What follows belongs to an exercise in optimizing a design on an open flow for small area, a short achievable clock period and few clock cycles; a production flow would make more cautious choices. RTL that was checked went through simulation tests only; none was proved equivalent to the original.

==> inputs of job 4516 <==
Design jfp_csum, start of the top module:
module jfp_csum (
    input             clk,
    input             rst,
    input             bus_valid,
    input             bus_we,
    input      [7:0]  bus_addr,
    input      [3:0]  bus_be,
    input      [31:0] bus_wdata,
    output            bus_ready,
    output reg [31:0] bus_rdata
);
    localparam [2:0] EC_OK    = 3'd0;    
    localparam [2:0] EC_ILL   = 3'd1;    
    localparam [2:0] EC_BND   = 3'd2;    
    localparam [2:0] EC_SHORT = 3'd3;    
    localparam [2:0] EC_ULEN  = 3'd4;    
    localparam [2:0] EC_LMIS  = 3'd5;    
    localparam [2:0] EC_ADDR  = 3'd6;    
    reg [7:0]   fm [0:63];
    reg [31:0]  cmd_r;
    reg [2:0]   err;
    reg         udpv, csv, match;
    reg [15:0]  view_base, view_len;
    reg [6:0]   pl_base;             
    reg [6:0]   udp_len;             
    reg [1:0]   src_tag, dst_tag;
    reg [127:0] src_val, dst_val;
    reg [15:0]  udp_sport, udp_dport, udp_csum;
    reg [21:0]  csum_acc;            
    reg [15:0]  csum_val, csum_stored;
    wire [15:0] pl_len = (udp_len == 7'd0) ? 16'd0 : {9'd0, udp_len - 7'd8};
    reg         busy;
    reg         is_parse, is_icmp, is_update;
    reg         first;       
    reg [21:0]  corr;        
    reg [5:0]   elast;       
    reg         out_bounds;  
    reg [1:0]   blk;         
    reg         blk_ovf;     
    reg [21:0]  acc;
    reg [31:0]  h0, h1, h2;  
  ...
clock: 10.0 ns
lec_check: 0
abc_clock_period_in_ps: 6000
cap_margin: 20
core_margin: 2
core_utilization: 35
place_density: 0.5
setup_slack_margin: 1.0
slew_margin: 20
run.sh (not shown) runs the stock make flow with config.mk's settings and CLKGATE_MAP_FILE= SYNTH_SCRIPT=/design/flow/synth_recipe.tcl, a recipe that flattens the netlist after the stock synthesis.
==> inputs of job 7386, as changes to job 4516 <==
--- a/flow/design.v
+++ b/flow/design.v
@@ -14,10 +14,54 @@
     localparam [2:0] EC_BND   = 3'd2;    
     localparam [2:0] EC_SHORT = 3'd3;    
     localparam [2:0] EC_ULEN  = 3'd4;    
     localparam [2:0] EC_LMIS  = 3'd5;    
     localparam [2:0] EC_ADDR  = 3'd6;    
+    function [22:0] ks22;
+        input [21:0] a, b;
+        input        cin;
+        reg   [21:0] g, p, p0;
+        integer      i, d;
+        begin
+            g = a & b;
+            p = a ^ b;
+            p0 = p;
+            for (d = 1; d < 22; d = d * 2)
+                for (i = 21; i >= d; i = i - 1) begin
+                    g[i] = g[i] | (p[i] & g[i - d]);
+                    p[i] = p[i] & p[i - d];
+                end
+            ks22[0] = p0[0] ^ cin;
+            for (i = 1; i < 22; i = i + 1)
+                ks22[i] = p0[i] ^ (g[i - 1] | (p[i - 1] & cin));
+            ks22[22] = g[21] | (p[21] & cin);
+        end
+    endfunction
+    function [15:0] eac16;
+        input [15:0] a, b;
+        reg   [15:0] g, p, p0;
+        reg          co;
+        integer      i, d;
+        begin
+            g = a & b;
+            p = a ^ b;
+            p0 = p;
+            for (d = 1; d < 16; d = d * 2)
+                for (i = 15; i >= d; i = i - 1) begin
+                    g[i] = g[i] | (p[i] & g[i - d]);
+                    p[i] = p[i] & p[i - d];
+                end
+            co = g[15];
+            eac16[0] = p0[0] ^ co;
+            for (i = 1; i < 16; i = i + 1)
+                eac16[i] = p0[i] ^ (g[i - 1] | (p[i - 1] & co));
+        end
+    endfunction
+    function [43:0] csa;
+        input [21:0] x, y, z;
+        csa = {(((x & y) | (x & z) | (y & z)) << 1), (x ^ y ^ z)};
+    endfunction
     reg [7:0]   fm [0:63];
     reg [31:0]  cmd_r;
     reg [2:0]   err;
     reg         udpv, csv, match;
     reg [15:0]  view_base, view_len;
@@ -31,16 +75,17 @@
     wire [15:0] pl_len = (udp_len == 7'd0) ? 16'd0 : {9'd0, udp_len - 7'd8};
     reg         busy;
     reg         is_parse, is_icmp, is_update;
     reg         first;       
     reg [21:0]  corr;        
-    reg [5:0]   elast;       
-    reg         out_bounds;  
     reg [1:0]   blk;         
     reg         blk_ovf;     
     reg [21:0]  acc;
-    reg [31:0]  h0, h1, h2;  
+    reg [31:0]  h0, h1;      
+    reg [15:0]  fld_r;       
+    reg         lenok_r;     
+    reg [1:0]   bsel;        
     reg [19:0]  ph;          
     reg [1:0]   ph_st;       
     assign bus_ready = !busy;
     wire acc_en = bus_valid && !busy;
     wire reg_wr = acc_en && bus_we && !bus_addr[7];
@@ -66,10 +111,13 @@
     wire c_trunc  = cmd_ok && (c_op == 8'h11);
     wire c_parse  = cmd_ok && (c_op == 8'h40);
     wire c_csum   = cmd_ok && (c_op[7:2] == 6'b010100);
     wire        addrs_ok   = (src_tag == 2'd1) && (dst_tag == 2'd1);
     wire [5:0]  b6         = view_base[5:0];
+    wire [7:0]  vend       = {1'b0, view_base[6:0]} + {1'b0, view_len[6:0]};
+    wire        out_bounds = (|view_base[15:7]) || (|view_len[15:7]) || (vend > 8'd64);
+    wire [5:0]  elast      = vend[5:0] - 6'd1;    
     wire [6:0]  n7         = view_len[6:0];      
     wire        short_p    = view_len < 16'd8;
     wire        short_i    = view_len < 16'd4;
     wire        icmp_c     = busy ? is_icmp : c_op[1];
     wire p_err    = out_bounds || short_p;
@@ -83,11 +131,10 @@
     wire        ph_busy  = (ph_st != 2'd0);
     wire        cs_busy  = busy && !is_parse;
     wire        first_c  = !busy || first;
     wire        blk_done = blk_ovf && !first;
     wire        do_blk   = !ph_busy && (!busy || !blk_done);
-    wire [1:0]  bsel     = first_c ? b6[5:4] : blk;
     wire [1:0]  k_first  = b6[5:4];
     wire [1:0]  k_last   = elast[5:4];
     wire [3:0]  bstart   = (bsel == k_first) ? b6[3:0] : 4'd0;
     wire [3:0]  bend     = (bsel == k_last) ? elast[3:0] : 4'd15;
     wire [15:0] th_lo    = 16'hFFFF << bstart;           
@@ -102,26 +149,27 @@
     wire [3:0]  w0 = b6[5:2];
     wire [3:0]  w1 = w0 + 4'd1;
     wire [3:0]  w2 = w0 + 4'd2;
     wire        on0 = !ph_busy && (bsel == w0[3:2]);
     wire        on1 = !ph_busy && (bsel == w1[3:2]);
-    wire        on2 = !ph_busy && (bsel == w2[3:2]);
     wire [31:0] c0 = fm_blk[127 - 32 * w0[1:0] -: 32];
     wire [31:0] c1 = fm_blk[127 - 32 * w1[1:0] -: 32];
     wire [31:0] c2 = fm_blk[127 - 32 * w2[1:0] -: 32];
     wire [31:0] e0 = on0 ? c0 : h0;
     wire [31:0] e1 = on1 ? c1 : h1;
-    wire [31:0] e2 = on2 ? c2 : h2;
+    wire [31:0] e2 = c2;
     wire [95:0] win12 = {e0, e1, e2};
     wire [1:0]  ob    = b6[1:0];
     wire [63:0] hdr   = win12[95 - 8 * ob -: 64];
     wire [15:0] h_len = hdr[31:16];
     wire [15:0] lenf  = hdr[31:16];
-    wire [15:0] fld   = is_icmp ? hdr[47:32] : hdr[15:0];
+    wire [15:0] fld   = fld_r;
     wire [15:0] fld_c  = icmp_c ? hdr[47:32] : hdr[15:0];
-    wire [21:0] corr_c = {2'd0, ph} + {15'd0, n7} + (icmp_c ? 22'd59 : 22'd18) +
-                         {6'h3F, ~fld_c};
+    wire [43:0] cc1    = csa({2'd0, ph}, {15'd0, n7}, icmp_c ? 22'd59 : 22'd18);
+    wire [43:0] cc2    = csa(cc1[21:0], cc1[43:22], {6'h3F, ~fld_c});
+    wire [22:0] cc3    = ks22(cc2[21:0], cc2[43:22], 1'b0);
+    wire [21:0] corr_c = cc3[21:0];
     wire [1:0]  k_fl   = icmp_c ? (b6[5:4] + {1'b0, (b6[3:0] > 4'd12)}) :
                                   (b6[5:4] + {1'b0, (b6[3:0] > 4'd8)});
     wire [1:0]  k_hl  = b6[5:4] + {1'b0, (b6[3:0] > 4'd8)};
     wire        swap = b6[0] && !ph_busy;
     wire [15:0] wd [0:7];
@@ -130,32 +178,28 @@
         wire [7:0] bo_ = blk_data[119 - 16 * g -: 8] & {8{bmask[2 * g + 1]}};
         assign wd[g] = swap ? {bo_, be_} : {be_, bo_};
     end endgenerate
     wire [21:0] base = ph_busy ? ((ph_st == 2'd1) ? 22'd0 : {2'd0, ph}) :
                        first_c ? 22'd0 : acc;
-    function [43:0] csa;
-        input [21:0] x, y, z;
-        csa = {(((x & y) | (x & z) | (y & z)) << 1), (x ^ y ^ z)};
-    endfunction
     wire [43:0] l1a = csa({6'd0, wd[0]}, {6'd0, wd[1]}, {6'd0, wd[2]});
     wire [43:0] l1b = csa({6'd0, wd[3]}, {6'd0, wd[4]}, {6'd0, wd[5]});
     wire [43:0] l1c = csa({6'd0, wd[6]}, {6'd0, wd[7]}, base);
     wire [43:0] l2a = csa(l1a[21:0], l1a[43:22], l1b[21:0]);
     wire [43:0] l2b = csa(l1b[43:22], l1c[21:0], l1c[43:22]);
     wire [43:0] l3a = csa(l2a[21:0], l2a[43:22], l2b[21:0]);
     wire [43:0] l4a = csa(l3a[21:0], l3a[43:22], l2b[43:22]);
-    wire [21:0] bsum = l4a[21:0] + l4a[43:22];
-    wire [21:0] raw   = acc + corr;
-    wire [16:0] fold0 = {1'b0, raw[15:0]} + {11'd0, raw[21:16]};
-    wire [15:0] fold1 = raw[15:0] + {10'd0, raw[21:16]} + 16'd1;
-    wire [15:0] fold2 = fold0[16] ? fold1 : fold0[15:0];
+    wire [22:0] bs_  = ks22(l4a[21:0], l4a[43:22], 1'b0);
+    wire [21:0] bsum = bs_[21:0];
+    wire [22:0] raw_  = ks22(acc, corr, 1'b0);
+    wire [21:0] raw   = raw_[21:0];
+    wire [15:0] fold2 = eac16(raw[15:0], {10'd0, raw[21:16]});
     wire [15:0] val   = ~fold2;
     wire p_hdr     = do_blk && (bsel == k_hl);
     wire parse_fin = busy && is_parse && p_hdr;
     wire p_now     = p_start && p_hdr;              
     wire csum_fin  = cs_busy && blk_done;
-    wire len_bad   = !is_icmp && (lenf != view_len);
+    wire len_bad   = !is_icmp && !lenok_r;
     wire csum_ok   = !len_bad && addrs_ok;
     wire p_ok      = !(h_len < 16'd8 || h_len > view_len);
     wire p_commit  = (parse_fin || p_now) && p_ok;
     wire r0 = rst || c_soft;                  
     wire src_tw = reg_wr && (bus_addr == 8'h25);
@@ -173,11 +217,10 @@
                         (c_trunc && c_imm < view_len) || p_commit;
     wire [15:0] vl_d  = r0 ? 16'h0 : c_desc ? pl_len : c_trunc ? c_imm :
                         p_commit ? h_len : bus_wdata[15:0];
     wire [15:0] nvb   = vb_we ? vb_d : view_base;
     wire [15:0] nvl   = vl_we ? vl_d : view_len;
-    wire [16:0] nend  = {1'b0, nvb} + {1'b0, nvl};
     always @(posedge clk) begin
         if (rst || cmd_wr)
             cmd_r <= rst ? 32'h0 : bus_wdata;
         if (src_clr || (val_wr && !bus_addr[2] && bus_addr[1:0] == 2'd0)) src_val[127:96] <= wd_z;
         if (src_clr || (val_wr && !bus_addr[2] && bus_addr[1:0] == 2'd1)) src_val[95:64]  <= wd_z;
@@ -189,12 +232,10 @@
         if (dst_clr || (val_wr &&  bus_addr[2] && bus_addr[1:0] == 2'd3)) dst_val[31:0]   <= wd_z;
         if (r0 || src_tw) src_tag <= r0 ? 2'd0 : tagv;
         if (r0 || dst_tw) dst_tag <= r0 ? 2'd0 : tagv;
         if (vb_we) view_base <= vb_d;
         if (vl_we) view_len  <= vl_d;
-        elast      <= nend[5:0] - 6'd1;
-        out_bounds <= nend > 17'd64;
         if (r0 || p_commit) begin
             pl_base   <= r0 ? 7'h0 : b6 + 7'd8;
             udp_len   <= r0 ? 7'h0 : h_len[6:0];
             udp_sport <= r0 ? 16'h0 : hdr[63:48];
             udp_dport <= r0 ? 16'h0 : hdr[47:32];
@@ -236,10 +277,16 @@
             err   <= len_bad ? EC_LMIS : !addrs_ok ? EC_ADDR : EC_OK;
             csv   <= csum_ok;
             match <= csum_ok && (is_update || val == fld);
         end
     end
+    wire       busy_n  = !rst && (!busy ? ((p_start && !p_now) || cs_start)
+                                        : !(parse_fin || csum_fin));
+    wire       first_n = !busy ? ph_busy : (first && !do_blk);
+    wire [1:0] blk_n   = !busy ? (ph_busy ? k_first : k_first + 2'd1) :
+                         do_blk ? bsel + 2'd1 : blk;
+    wire [1:0] bsel_n  = (!busy_n || first_n) ? nvb[5:4] : blk_n;
     always @(posedge clk) begin
         if (rst)
             busy <= 1'b0;
         else if (!busy)
             busy <= (p_start && !p_now) || cs_start;
@@ -266,15 +313,18 @@
             blk     <= bsel + 2'd1;
             blk_ovf <= (bsel == k_last);
         end
         if (on0) h0 <= c0;
         if (on1) h1 <= c1;
-        if (on2) h2 <= c2;
         if (do_blk)
             acc <= bsum;
-        if (do_blk && bsel == k_fl)
-            corr <= corr_c;
+        if (do_blk && bsel == k_fl) begin
+            corr    <= corr_c;
+            fld_r   <= fld_c;
+            lenok_r <= (lenf == view_len);
+        end
+        bsel <= bsel_n;
     end
     wire [5:0]  st0   = is_icmp ? fi : fu;
     wire        st_en = csum_fin && is_update && csum_ok;
     wire [63:0] st_dec = st_en ? (64'd1 << st0) : 64'd0;
     wire [63:0] st_we  = st_dec | {st_dec[62:0], 1'b0};
Settings changed: ABC_CLOCK_PERIOD_IN_PS 6000 to unset, SETUP_SLACK_MARGIN 1.0 to 3.0.
==> notes <==
Via count: job 4516 is larger than job 7386 (about 3.7%).
Flip-flop and latch count: job 7386 is lower than job 4516 (20).
Between job 4516 and job 7386, the lower worst hold slack is in job 7386 (gap 0.026 ns).
Of job 7386 and job 4516, job 4516 has the higher synthesized cell count (gap about 5.5%, measured against job 4516).
In job 4516 the design area is higher than in job 7386, by about 1.8%.
Between job 4516 and job 7386, the lower critical path depth is in job 4516 (gap 27).
In job 7386 the synthesized area is smaller than in job 4516, by about 5.5%.
Between job 7386 and job 4516, the lower utilization is in job 4516 (gap 1.8 points).
In job 7386 the worst setup slack is better than in job 4516, by 0.60 ns.
No run of this note included a check of the RTL's function; only the layout flow was run.

==> violet: inputs <==
jfp_csum, a different RTL version from the one above (not shown whole).
clock: 10.0 ns
lec_check: 0
cap_margin: 20
core_margin: 2
core_utilization: 35
cts_buf_list: sky130_fd_sc_hd__clkbuf_8
cts_cluster_size: 30
place_density: 0.5
setup_slack_margin: 3.0
slew_margin: 20
==> indigo (differences from violet) <==
--- a/flow/design.v
+++ b/flow/design.v
@@ -88,10 +88,11 @@
     reg [1:0]   blk;         
     reg         blk_ovf;     
     reg [21:0]  acc_s, acc_c;    
     reg [15:0]  rmask;           
     reg [5:0]   elast;       
+    reg         vstale;      
     reg [31:0]  h0, h1;      
     reg [15:0]  fld_r;       
     reg         lenok_r;     
     reg [1:0]   bsel;        
     reg [19:0]  ph;          
@@ -136,14 +137,15 @@
     wire [5:0]  fu = b6 + 6'd6;     
     wire [5:0]  fi = b6 + 6'd2;     
     wire [31:0] port_word = {fm[{bus_addr[3:0], 2'd0}], fm[{bus_addr[3:0], 2'd1}],
                              fm[{bus_addr[3:0], 2'd2}], fm[{bus_addr[3:0], 2'd3}]};
     wire        ph_busy  = (ph_st != 2'd0);
+    wire        hold     = ph_busy || vstale;
     wire        cs_busy  = busy && !is_parse;
     wire        first_c  = !busy || first;
     wire        blk_done = blk_ovf && !first;
-    wire        do_blk   = !ph_busy && (!busy || !blk_done);
+    wire        do_blk   = !hold && (!busy || !blk_done);
     wire [1:0]  k_first  = b6[5:4];
     wire [1:0]  k_last   = elast[5:4];
     wire [15:0] bmask    = ph_busy ? 16'hFFFF : rmask;
     wire [127:0] fm_blk;
     genvar g;
@@ -229,11 +231,10 @@
                         p_commit ? h_len : bus_wdata[15:0];
     wire [15:0] nvb   = vb_we ? vb_d : view_base;
     wire [15:0] nvl_np = !vl_we_np ? view_len : r0 ? 16'h0 : c_desc ? pl_len :
                          c_trunc ? c_imm : bus_wdata[15:0];
     wire [5:0]  elast_np = nvb[5:0] + nvl_np[5:0] - 6'd1;
-    wire [5:0]  elast_pc = b6 + h_len[5:0] - 6'd1;
     always @(posedge clk) begin
         if (rst || cmd_wr)
             cmd_r <= rst ? 32'h0 : bus_wdata;
         if (src_clr || (val_wr && !bus_addr[2] && bus_addr[1:0] == 2'd0)) src_val[127:96] <= wd_z;
         if (src_clr || (val_wr && !bus_addr[2] && bus_addr[1:0] == 2'd1)) src_val[95:64]  <= wd_z;
@@ -245,11 +246,12 @@
         if (dst_clr || (val_wr &&  bus_addr[2] && bus_addr[1:0] == 2'd3)) dst_val[31:0]   <= wd_z;
         if (r0 || src_tw) src_tag <= r0 ? 2'd0 : tagv;
         if (r0 || dst_tw) dst_tag <= r0 ? 2'd0 : tagv;
         if (vb_we) view_base <= vb_d;
         if (vl_we) view_len  <= vl_d;
-        elast <= elast_n;
+        elast  <= elast_n;
+        vstale <= p_commit;
         if (r0 || p_commit) begin
             pl_base   <= r0 ? 7'h0 : b6 + 7'd8;
             udp_len   <= r0 ? 7'h0 : h_len[6:0];
             udp_sport <= r0 ? 16'h0 : hdr[63:48];
             udp_dport <= r0 ? 16'h0 : hdr[47:32];
@@ -293,15 +295,15 @@
             match <= csum_ok;
         end
     end
     wire       busy_n  = !rst && (!busy ? ((p_start && !p_now) || cs_start)
                                         : !(parse_fin || csum_fin));
-    wire       first_n = !busy ? ph_busy : (first && !do_blk);
-    wire [1:0] blk_n   = !busy ? (ph_busy ? k_first : k_first + 2'd1) :
+    wire       first_n = !busy ? hold : (first && !do_blk);
+    wire [1:0] blk_n   = !busy ? (hold ? k_first : k_first + 2'd1) :
                          do_blk ? bsel + 2'd1 : blk;
     wire [1:0] bsel_n  = (!busy_n || first_n) ? nvb[5:4] : blk_n;
-    wire [5:0] elast_n = p_commit ? elast_pc : elast_np;
+    wire [5:0] elast_n = elast_np;
     wire [3:0] bstart_n = (bsel_n == nvb[5:4]) ? nvb[3:0] : 4'd0;
     wire [3:0] bend_n   = (bsel_n == elast_n[5:4]) ? elast_n[3:0] : 4'd15;
     wire [15:0] rmask_n = (16'hFFFF << bstart_n) & (16'hFFFF >> (4'd15 - bend_n));
     always @(posedge clk) begin
         if (rst)
@@ -322,13 +324,13 @@
         end
         if (!busy) begin
             is_parse  <= !c_op[4];
             is_icmp   <= c_op[1];
             is_update <= c_op[0];
-            first     <= ph_busy;
-            blk       <= ph_busy ? k_first : k_first + 2'd1;
-            blk_ovf   <= !ph_busy && (k_first == k_last);
+            first     <= hold;
+            blk       <= hold ? k_first : k_first + 2'd1;
+            blk_ovf   <= !hold && (k_first == k_last);
         end else if (do_blk) begin
             first   <= 1'b0;
             blk     <= bsel + 2'd1;
             blk_ovf <= (bsel == k_last);
         end
CORE_UTILIZATION = 50   (was 35)
PLACE_DENSITY = 0.65   (was 0.5)
==> xenon (differences from violet) <==
--- a/flow/design.v
+++ b/flow/design.v
@@ -88,10 +88,11 @@
     reg [1:0]   blk;         
     reg         blk_ovf;     
     reg [21:0]  acc_s, acc_c;    
     reg [15:0]  rmask;           
     reg [5:0]   elast;       
+    reg         vstale;      
     reg [31:0]  h0, h1;      
     reg [15:0]  fld_r;       
     reg         lenok_r;     
     reg [1:0]   bsel;        
     reg [19:0]  ph;          
@@ -136,14 +137,15 @@
     wire [5:0]  fu = b6 + 6'd6;     
     wire [5:0]  fi = b6 + 6'd2;     
     wire [31:0] port_word = {fm[{bus_addr[3:0], 2'd0}], fm[{bus_addr[3:0], 2'd1}],
                              fm[{bus_addr[3:0], 2'd2}], fm[{bus_addr[3:0], 2'd3}]};
     wire        ph_busy  = (ph_st != 2'd0);
+    wire        hold     = ph_busy || vstale;
     wire        cs_busy  = busy && !is_parse;
     wire        first_c  = !busy || first;
     wire        blk_done = blk_ovf && !first;
-    wire        do_blk   = !ph_busy && (!busy || !blk_done);
+    wire        do_blk   = !hold && (!busy || !blk_done);
     wire [1:0]  k_first  = b6[5:4];
     wire [1:0]  k_last   = elast[5:4];
     wire [15:0] bmask    = ph_busy ? 16'hFFFF : rmask;
     wire [127:0] fm_blk;
     genvar g;
@@ -229,11 +231,10 @@
                         p_commit ? h_len : bus_wdata[15:0];
     wire [15:0] nvb   = vb_we ? vb_d : view_base;
     wire [15:0] nvl_np = !vl_we_np ? view_len : r0 ? 16'h0 : c_desc ? pl_len :
                          c_trunc ? c_imm : bus_wdata[15:0];
     wire [5:0]  elast_np = nvb[5:0] + nvl_np[5:0] - 6'd1;
-    wire [5:0]  elast_pc = b6 + h_len[5:0] - 6'd1;
     always @(posedge clk) begin
         if (rst || cmd_wr)
             cmd_r <= rst ? 32'h0 : bus_wdata;
         if (src_clr || (val_wr && !bus_addr[2] && bus_addr[1:0] == 2'd0)) src_val[127:96] <= wd_z;
         if (src_clr || (val_wr && !bus_addr[2] && bus_addr[1:0] == 2'd1)) src_val[95:64]  <= wd_z;
@@ -245,11 +246,12 @@
         if (dst_clr || (val_wr &&  bus_addr[2] && bus_addr[1:0] == 2'd3)) dst_val[31:0]   <= wd_z;
         if (r0 || src_tw) src_tag <= r0 ? 2'd0 : tagv;
         if (r0 || dst_tw) dst_tag <= r0 ? 2'd0 : tagv;
         if (vb_we) view_base <= vb_d;
         if (vl_we) view_len  <= vl_d;
-        elast <= elast_n;
+        elast  <= elast_n;
+        vstale <= p_commit;
         if (r0 || p_commit) begin
             pl_base   <= r0 ? 7'h0 : b6 + 7'd8;
             udp_len   <= r0 ? 7'h0 : h_len[6:0];
             udp_sport <= r0 ? 16'h0 : hdr[63:48];
             udp_dport <= r0 ? 16'h0 : hdr[47:32];
@@ -293,15 +295,15 @@
             match <= csum_ok;
         end
     end
     wire       busy_n  = !rst && (!busy ? ((p_start && !p_now) || cs_start)
                                         : !(parse_fin || csum_fin));
-    wire       first_n = !busy ? ph_busy : (first && !do_blk);
-    wire [1:0] blk_n   = !busy ? (ph_busy ? k_first : k_first + 2'd1) :
+    wire       first_n = !busy ? hold : (first && !do_blk);
+    wire [1:0] blk_n   = !busy ? (hold ? k_first : k_first + 2'd1) :
                          do_blk ? bsel + 2'd1 : blk;
     wire [1:0] bsel_n  = (!busy_n || first_n) ? nvb[5:4] : blk_n;
-    wire [5:0] elast_n = p_commit ? elast_pc : elast_np;
+    wire [5:0] elast_n = elast_np;
     wire [3:0] bstart_n = (bsel_n == nvb[5:4]) ? nvb[3:0] : 4'd0;
     wire [3:0] bend_n   = (bsel_n == elast_n[5:4]) ? elast_n[3:0] : 4'd15;
     wire [15:0] rmask_n = (16'hFFFF << bstart_n) & (16'hFFFF >> (4'd15 - bend_n));
     always @(posedge clk) begin
         if (rst)
@@ -322,13 +324,13 @@
         end
         if (!busy) begin
             is_parse  <= !c_op[4];
             is_icmp   <= c_op[1];
             is_update <= c_op[0];
-            first     <= ph_busy;
-            blk       <= ph_busy ? k_first : k_first + 2'd1;
-            blk_ovf   <= !ph_busy && (k_first == k_last);
+            first     <= hold;
+            blk       <= hold ? k_first : k_first + 2'd1;
+            blk_ovf   <= !hold && (k_first == k_last);
         end else if (do_blk) begin
             first   <= 1'b0;
             blk     <= bsel + 2'd1;
             blk_ovf <= (bsel == k_last);
         end
SETUP_SLACK_MARGIN = 4.0   (was 3.0)
==> run_results.csv <==
group,metric,value,unit
run_status,run_status,"finished clean",
global_route,grt_pass1_vias,61660,
clock_network,cts-resized-gates,982,
global_route,grtUsageMet2,61.04,%
clock_network,clock_latency,1.11,ns
setup_path,crit_fanout,6,
routing,firstDrtPassIters,9,
global_route,use_met1,58.84,%
finish,clk_share,4.857,%
hold_path,min_to,"corr_s[17]",
global_route,grtUsageMet3,17.91,%
(the above is from xenon)
==> run_results.csv <==
group,metric,value,unit
finish,drive_above_1_share,16.62,%
synth,synth_fa_ha_area_share,8.719,%
clock_network,cts-resized-gates,137,
hold_path,min_to,"corr_s[18]",
routing,firstDrtPassIters,14,
global_route,use_met1,66.70,%
clock_network,clock_latency,1.00,ns
setup_path,critPathSlowestCell,"nand3_1",
run_status,run_status,"finished clean",
placed_design,dp_hpwl,287800,µm
timing,finalSetupViolCount,0,
global_route,grt_pass1_vias,59650,
placed_design,postPlaceCellArea,71920,µm²
finish,nets,6779,
(the above is from indigo)
==> run_results.csv <==
group,metric,value,unit
finish,clk_share,5.143,%
routing,firstDrtPassIters,10,
global_route,grt_pass1_vias,59260,
global_route,grtUsageMet3,15.08,%
run_status,run_status,"finished clean",
global_route,grtUsageMet2,59.42,%
global_route,use_met1,58.58,%
setup_path,crit_fanout,36,
clock_network,cts-resized-gates,333,
clock_network,clock_latency,1.06,ns
hold_path,min_to,"corr_s[17]",
(the above is from violet)
Testbench counts of violet, summed over its fixed seeds: cycles 11,786.
Testbench counts of indigo, summed over its fixed seeds: cycles 11,786.
Testbench counts of xenon, summed over its fixed seeds: cycles 11,786.

==> static timing again, ports no longer ideal <==
In the flow no input, the clock included, has a driving cell. The finished layouts below were timed again as built, in two steps.
Step 1, drivers: a clkbuf_16 drives clk and a buf_2 each remaining input, both assumed.
Step 2 adds t to the input delays and takes it off the output delays; t is the mean of the earliest and latest rising clock arrival at the registers after step 1. Input paths then give back, and output paths get back, about the clock's delay inside the block.
Slacks: ideal / step 1 / step 2; pairs: ideal / step 1.
run	t (ns)	setup WS [ns]	worst hold slack (ns)	worst register clock-pin slew, ns	worst data-port slew with drivers (ns)
job 4516	0.918	1.059 / 1.002 / 0.949	0.479 / 0.479 / 0.479	0.07 / 0.07	0.07
job 7386	0.921	1.663 / 1.663 / 1.661	0.452 / 0.452 / 0.452	0.07 / 0.07	0.05
violet	1.110	2.892 / 2.811 / 2.188	0.422 / 0.422 / 0.422	0.10 / 0.10	0.13
indigo	1.047	2.744 / 2.684 / 2.183	0.442 / 0.442 / 0.442	0.08 / 0.08	0.07
xenon	1.157	3.317 / 3.120 / 2.970	0.435 / 0.435 / 0.435	0.08 / 0.08	0.21
After both steps setup and hold are still met in every run listed. The setup slack of violet, which loses most, moves by -0.081 ns with the drivers and by -0.704 ns with both steps.
